This design comes from an exercise in tuning for small area on the open sky130 flow, not from production work.
The RTL was checked by simulation tests, not by an equivalence proof against the original design.
No driver is modelled on the clock port, so clock power and skew are understated where the tree is cut down; a real chip needs a root buffer or a tree.
Power figures rest on the tool's default switching activity, not on a simulated workload.

==> flow/design.v (excerpt) <==
module ad57xx_ctrl (
    input  wire        clk,
    input  wire        rst,            
    input  wire        cfg_dual,       
    input  wire        cfg_readback,   
    input  wire        req_valid,
    output wire        req_ready,
    input  wire [3:0]  req_op,
    input  wire [1:0]  req_kind,
    input  wire [2:0]  req_sel,
    input  wire [2:0]  req_tag,
    input  wire [15:0] req_val,
    input  wire [2:0]  req_ch,
    input  wire        req_on,
    input  wire [15:0] req_value,
    input  wire [3:0]  req_cfg,
    input  wire [2:0]  req_range,
    input  wire [15:0] req_raw,
    output wire        rsp_valid,
    output wire [1:0]  rsp_result,
    output wire [2:0]  rsp_tag,
    output wire [23:0] rsp_data,
    output wire [7:0]  rsp_terr,
    output wire        tx_valid,
    output wire        tx_xfer,
    output wire [23:0] tx_frame,
    input  wire        tx_done,
    input  wire        tx_err,
    input  wire [7:0]  tx_ecode,
    input  wire [23:0] tx_rx
);
    localparam [3:0] S_IDLE = 4'b0000;   
    localparam [3:0] S_TXR  = 4'b0001;   
    localparam [3:0] S_TXX  = 4'b0011;   
    localparam [3:0] S_TXW  = 4'b0010;   
    localparam [3:0] S_TXRP = 4'b0101;   
    localparam [3:0] S_TXXP = 4'b0111;   
    localparam [3:0] S_ROK  = 4'b1000;   
    localparam [3:0] S_RINV = 4'b1001;   
  ...
Settings: LEC_CHECK=0, ABC_AREA=1, CAP_MARGIN=10, CORE_MARGIN=2, CORE_UTILIZATION=45, GPL_TIMING_DRIVEN=0, PLACE_DENSITY=0.65, SLEW_MARGIN=10; clock period 6.0 ns.
standard.sh (not shown) runs the stock make flow with config.mk's settings and CLKGATE_MAP_FILE= SYNTH_SCRIPT=/design/flow/synth_recipe.tcl, a recipe that flattens the netlist after the stock synthesis.
==> flow/flow/run.sh <==
#!/bin/bash
# The standard ORFS layout (standard.sh), with these changes:
#  - synthesis maps the logic with each of flow/area*.abc (ABC's &deepsyn
#    and &nf area mapper) and keeps the smallest (flow/synth.tcl); the
#    registers are the standard synthesis's;
#  - the port buffers, and the buffers synthesis puts on pass-through and
#    constant outputs, are single-drive buffers (sky130_fd_sc_hd__buf_1);
#  - clock tree synthesis inserts no dummy loads, and the clock port then
#    drives the tree's leaf buffers directly (flow/post_cts.tcl).
# make's output goes to standard_flow.log; ORFS keeps each step's log under orfs/logs.
set -euo pipefail
here=$(pwd)
export FLOW_WORK=$here
export FLOW_FLOW_DIR=$here/flow
bash standard.sh SYNTH_SCRIPT=$here/flow/synth.tcl \
  MIN_BUF_CELL_AND_PORTS="sky130_fd_sc_hd__buf_1 A X" \
  BUFFER_PORTS_ARGS="-buffer_cell sky130_fd_sc_hd__buf_1" \
  CTS_ARGS="-sink_clustering_enable -repair_clock_nets -dont_use_dummy_load" \
  POST_CTS_TCL=$here/flow/post_cts.tcl \
  finish > standard_flow.log 2>&1
==> flow/flow/area1.abc <==
strash
&get -n
&deepsyn -J 300 -T 900
&put
&get -n
&st
&dch -f
&nf -R 1000
&put
strash
&get -n
&st
&dch -f
&nf -R 1000
&put
==> flow/flow/area2.abc <==
strash
&get -n
&deepsyn -J 300 -T 900 -S 2
&put
&get -n
&st
&dch -f
&nf -R 1000
&put
strash
&get -n
&st
&dch -f
&nf -R 1000
&put
==> flow/flow/area3.abc <==
strash
&get -n
&deepsyn -J 300 -T 900
&put
&get -n
&st
&nf -R 1000
&put
strash
&get -n
&st
&dch -f
&nf -R 1000
&put
==> flow/flow/area4.abc <==
strash
&get -n
&st
&dch -f
&nf -R 1000
&put
strash
&get -n
&st
&dch -f
&nf -R 1000
&put
==> flow/flow/post_cts.tcl <==
set block [ord::get_db_block]
set root [$block findInst clkbuf_0_clk]
if { $root != "NULL" } {
  set out [[$root findITerm X] getNet]
  set loads 0
  set all_bufs 1
  foreach it [$out getITerms] {
    if { [$it isInputSignal] } {
      incr loads
      if { ![string match sky130_fd_sc_hd__clkbuf_* [[[$it getInst] getMaster] getName]] } {
        set all_bufs 0
      }
    }
  }
  if { $loads <= 4 && $all_bufs } {
    puts "post_cts: removing clock root buffer [$root getName] ($loads leaf buffers)"
    remove_buffers [get_cells [$root getName]]
  } else {
    puts "post_cts: keeping clock root buffer [$root getName] ($loads loads)"
  }
}
Other scripts of this flow, unchanged in this note and not shown: flow/flow/synth.tcl
==> next run, changes <==
--- a/flow/flow/run.sh
+++ b/flow/flow/run.sh
@@ -5,4 +5,5 @@
 #    registers are the standard synthesis's;
-#  - the port buffers, and the buffers synthesis puts on pass-through and
-#    constant outputs, are single-drive buffers (sky130_fd_sc_hd__buf_1);
+#  - synthesis puts no buffers on pass-through and constant outputs
+#    (SYNTH_INSBUF 0), and the port buffers are single-drive buffers
+#    (sky130_fd_sc_hd__buf_1);
 #  - clock tree synthesis inserts no dummy loads, and the clock port then
@@ -15,3 +16,3 @@
 bash standard.sh SYNTH_SCRIPT=$here/flow/synth.tcl \
-  MIN_BUF_CELL_AND_PORTS="sky130_fd_sc_hd__buf_1 A X" \
+  SYNTH_INSBUF=0 \
   BUFFER_PORTS_ARGS="-buffer_cell sky130_fd_sc_hd__buf_1" \
The changed run went through all stages and came out clean.
Synthesized cell count went down slightly.
Utilization hardly moves.
Design area came out lower slightly.
Cell count is lower slightly.
Fmax went up by roughly a tenth.
Combinational power goes down by a few percent.
Total power decreases slightly.
Die area falls slightly.
Non-clock buffer count fell by 7.
==> next run, changes <==
--- a/flow/flow/run.sh
+++ b/flow/flow/run.sh
@@ -3,7 +3,7 @@
 #  - synthesis maps the logic with each of flow/area*.abc (ABC's &deepsyn
-#    and &nf area mapper) and keeps the smallest (flow/synth.tcl); the
-#    registers are the standard synthesis's;
-#  - synthesis puts no buffers on pass-through and constant outputs
-#    (SYNTH_INSBUF 0), and the port buffers are single-drive buffers
-#    (sky130_fd_sc_hd__buf_1);
+#    and &nf area mapper, then ABC's buffering and sizing for the loads)
+#    and keeps the smallest (flow/synth.tcl); the registers are the
+#    standard synthesis's;
+#  - the port buffers, and the buffers synthesis puts on pass-through and
+#    constant outputs, are single-drive buffers (sky130_fd_sc_hd__buf_1);
 #  - clock tree synthesis inserts no dummy loads, and the clock port then
@@ -16,3 +16,3 @@
 bash standard.sh SYNTH_SCRIPT=$here/flow/synth.tcl \
-  SYNTH_INSBUF=0 \
+  MIN_BUF_CELL_AND_PORTS="sky130_fd_sc_hd__buf_1 A X" \
   BUFFER_PORTS_ARGS="-buffer_cell sky130_fd_sc_hd__buf_1" \
--- a/flow/flow/area1.abc
+++ b/flow/flow/area1.abc
@@ -15 +15,7 @@
 &put
+
+topo
+stime -c
+buffer -c
+upsize -c
+dnsize -c
--- a/flow/flow/area2.abc
+++ b/flow/flow/area2.abc
@@ -15 +15,7 @@
 &put
+
+topo
+stime -c
+buffer -c
+upsize -c
+dnsize -c
--- a/flow/flow/area3.abc
+++ b/flow/flow/area3.abc
@@ -14 +14,7 @@
 &put
+
+topo
+stime -c
+buffer -c
+upsize -c
+dnsize -c
--- a/flow/flow/area4.abc
+++ b/flow/flow/area4.abc
@@ -12 +12,7 @@
 &put
+
+topo
+stime -c
+buffer -c
+upsize -c
+dnsize -c
After rerunning:
- non-clock buffer count grows by 19
- utilization shrinks by 1.9 points
- power grows by 4.4%
- wire length grows by about 2.6%
- sequential power hardly moves
- combinational power grows by about 10%
==> next run, changes <==
==> flow/flow/run.sh (replaced) <==
#!/bin/bash
# The standard ORFS layout (standard.sh), with these changes:
#  - synthesis maps the logic with each of flow/area*.abc (ABC's &deepsyn
#    and &nf area mapper) and keeps the smallest (flow/synth.tcl); the
#    registers are the standard synthesis's;
#  - the port buffers, and the buffers synthesis puts on pass-through and
#    constant outputs, are single-drive buffers (sky130_fd_sc_hd__buf_1);
#  - clock tree synthesis inserts no dummy loads.
# make's output goes to standard_flow.log; ORFS keeps each step's log under orfs/logs.
set -euo pipefail
here=$(pwd)
export FLOW_WORK=$here
export FLOW_FLOW_DIR=$here/flow
bash standard.sh SYNTH_SCRIPT=$here/flow/synth.tcl \
  MIN_BUF_CELL_AND_PORTS="sky130_fd_sc_hd__buf_1 A X" \
  BUFFER_PORTS_ARGS="-buffer_cell sky130_fd_sc_hd__buf_1" \
  CTS_ARGS="-sink_clustering_enable -repair_clock_nets -dont_use_dummy_load" \
  finish > standard_flow.log 2>&1
==> flow/flow/area1.abc (replaced) <==
strash
&get -n
&deepsyn -J 300 -T 900
&put
&get -n
&st
&dch -f
&nf -R 1000
&put
strash
&get -n
&st
&dch -f
&nf -R 1000
&put
--- a/flow/flow/area2.abc
+++ b/flow/flow/area2.abc
@@ -15,7 +15 @@
 &put
-
-topo
-stime -c
-buffer -c
-upsize -c
-dnsize -c
==> flow/flow/area3.abc (replaced) <==
strash
&get -n
&deepsyn -J 300 -T 900
&put
&get -n
&st
&nf -R 1000
&put
strash
&get -n
&st
&dch -f
&nf -R 1000
&put
==> flow/flow/area4.abc (replaced) <==
strash
&get -n
&st
&dch -f
&nf -R 1000
&put
strash
&get -n
&st
&dch -f
&nf -R 1000
&put
removed: flow/flow/post_cts.tcl
What happened: Setup slack degrades by 600 ps. Die area goes down by 4.1%. Synthesized area goes down by 4.3%. Via count goes down by 0.43%. Power goes down by 0.82%. Register-to-register slack degrades by 1100 ps. First-iteration DRC count goes up by 35%. Count of clock-buffer cells in the layout goes up by 1.
==> next run, changes <==
--- a/flow/flow/run.sh
+++ b/flow/flow/run.sh
@@ -7,3 +7,4 @@
 #    constant outputs, are single-drive buffers (sky130_fd_sc_hd__buf_1);
-#  - clock tree synthesis inserts no dummy loads.
+#  - clock tree synthesis inserts no dummy loads, and the clock port then
+#    drives the tree's leaf buffers directly (flow/post_cts.tcl).
 # make's output goes to standard_flow.log; ORFS keeps each step's log under orfs/logs.
@@ -17,2 +18,3 @@
   CTS_ARGS="-sink_clustering_enable -repair_clock_nets -dont_use_dummy_load" \
+  POST_CTS_TCL=$here/flow/post_cts.tcl \
   finish > standard_flow.log 2>&1
==> flow/flow/post_cts.tcl (new file) <==
set block [ord::get_db_block]
set root [$block findInst clkbuf_0_clk]
if { $root != "NULL" } {
  set out [[$root findITerm X] getNet]
  set loads 0
  set all_bufs 1
  foreach it [$out getITerms] {
    if { [$it isInputSignal] } {
      incr loads
      if { ![string match sky130_fd_sc_hd__clkbuf_* [[[$it getInst] getMaster] getName]] } {
        set all_bufs 0
      }
    }
  }
  if { $loads <= 4 && $all_bufs } {
    puts "post_cts: removing clock root buffer [$root getName] ($loads leaf buffers)"
    remove_buffers [get_cells [$root getName]]
  } else {
    puts "post_cts: keeping clock root buffer [$root getName] ($loads loads)"
  }
}
--- a/flow/config.mk
+++ b/flow/config.mk
@@ -8,3 +8,3 @@
 export ABC_AREA = 1
-export CAP_MARGIN = 10
+export CAP_MARGIN = 0
 export CORE_MARGIN = 2
@@ -13,2 +13,2 @@
 export PLACE_DENSITY = 0.65
-export SLEW_MARGIN = 10
+export SLEW_MARGIN = 0
The changed run produced a clean layout; combinational power falls slightly; sequential cell count does not change; clock skew stays flat; maximum frequency decreases by a few percent; area after synthesis does not change; design area decreases slightly; power came out lower by a few percent; wire length fell slightly.

[static timing again, ports no longer ideal]
How much do the figures lean on ideal ports? The routed layouts below were timed once more, with nothing changed but the port constraints.
Step 1, drivers: a clkbuf_16 drives clk and a buf_2 each remaining input, both assumed.
Step 2 times the ports against the registers' clock, not the clock port: input delays grow and output delays shrink by t, the midpoint of the rising clock arrivals with the driver on.
a / b / c = ideal / step 1 / step 2; a / b = the first two.
run | t, ns | slack for setup (ns) | slew at the worst register clock pin (ns)
the first run | 0.197 | 1.853 / 1.889 / 1.692 | 0.10 / 0.10
the second run | 0.199 | 2.199 / 2.226 / 2.028 | 0.10 / 0.10
the third run | 0.193 | 2.644 / 2.590 / 2.676 | 0.09 / 0.09
the fourth run | 0.327 | 2.044 / 2.051 / 1.725 | 0.10 / 0.10
the fifth run | 0.195 | 1.891 / 1.923 / 1.729 | 0.10 / 0.10
After both steps every run listed still meets setup and hold. The setup slack of the fourth run, which loses most, moves by +0.007 ns with the drivers and by -0.319 ns with both steps.
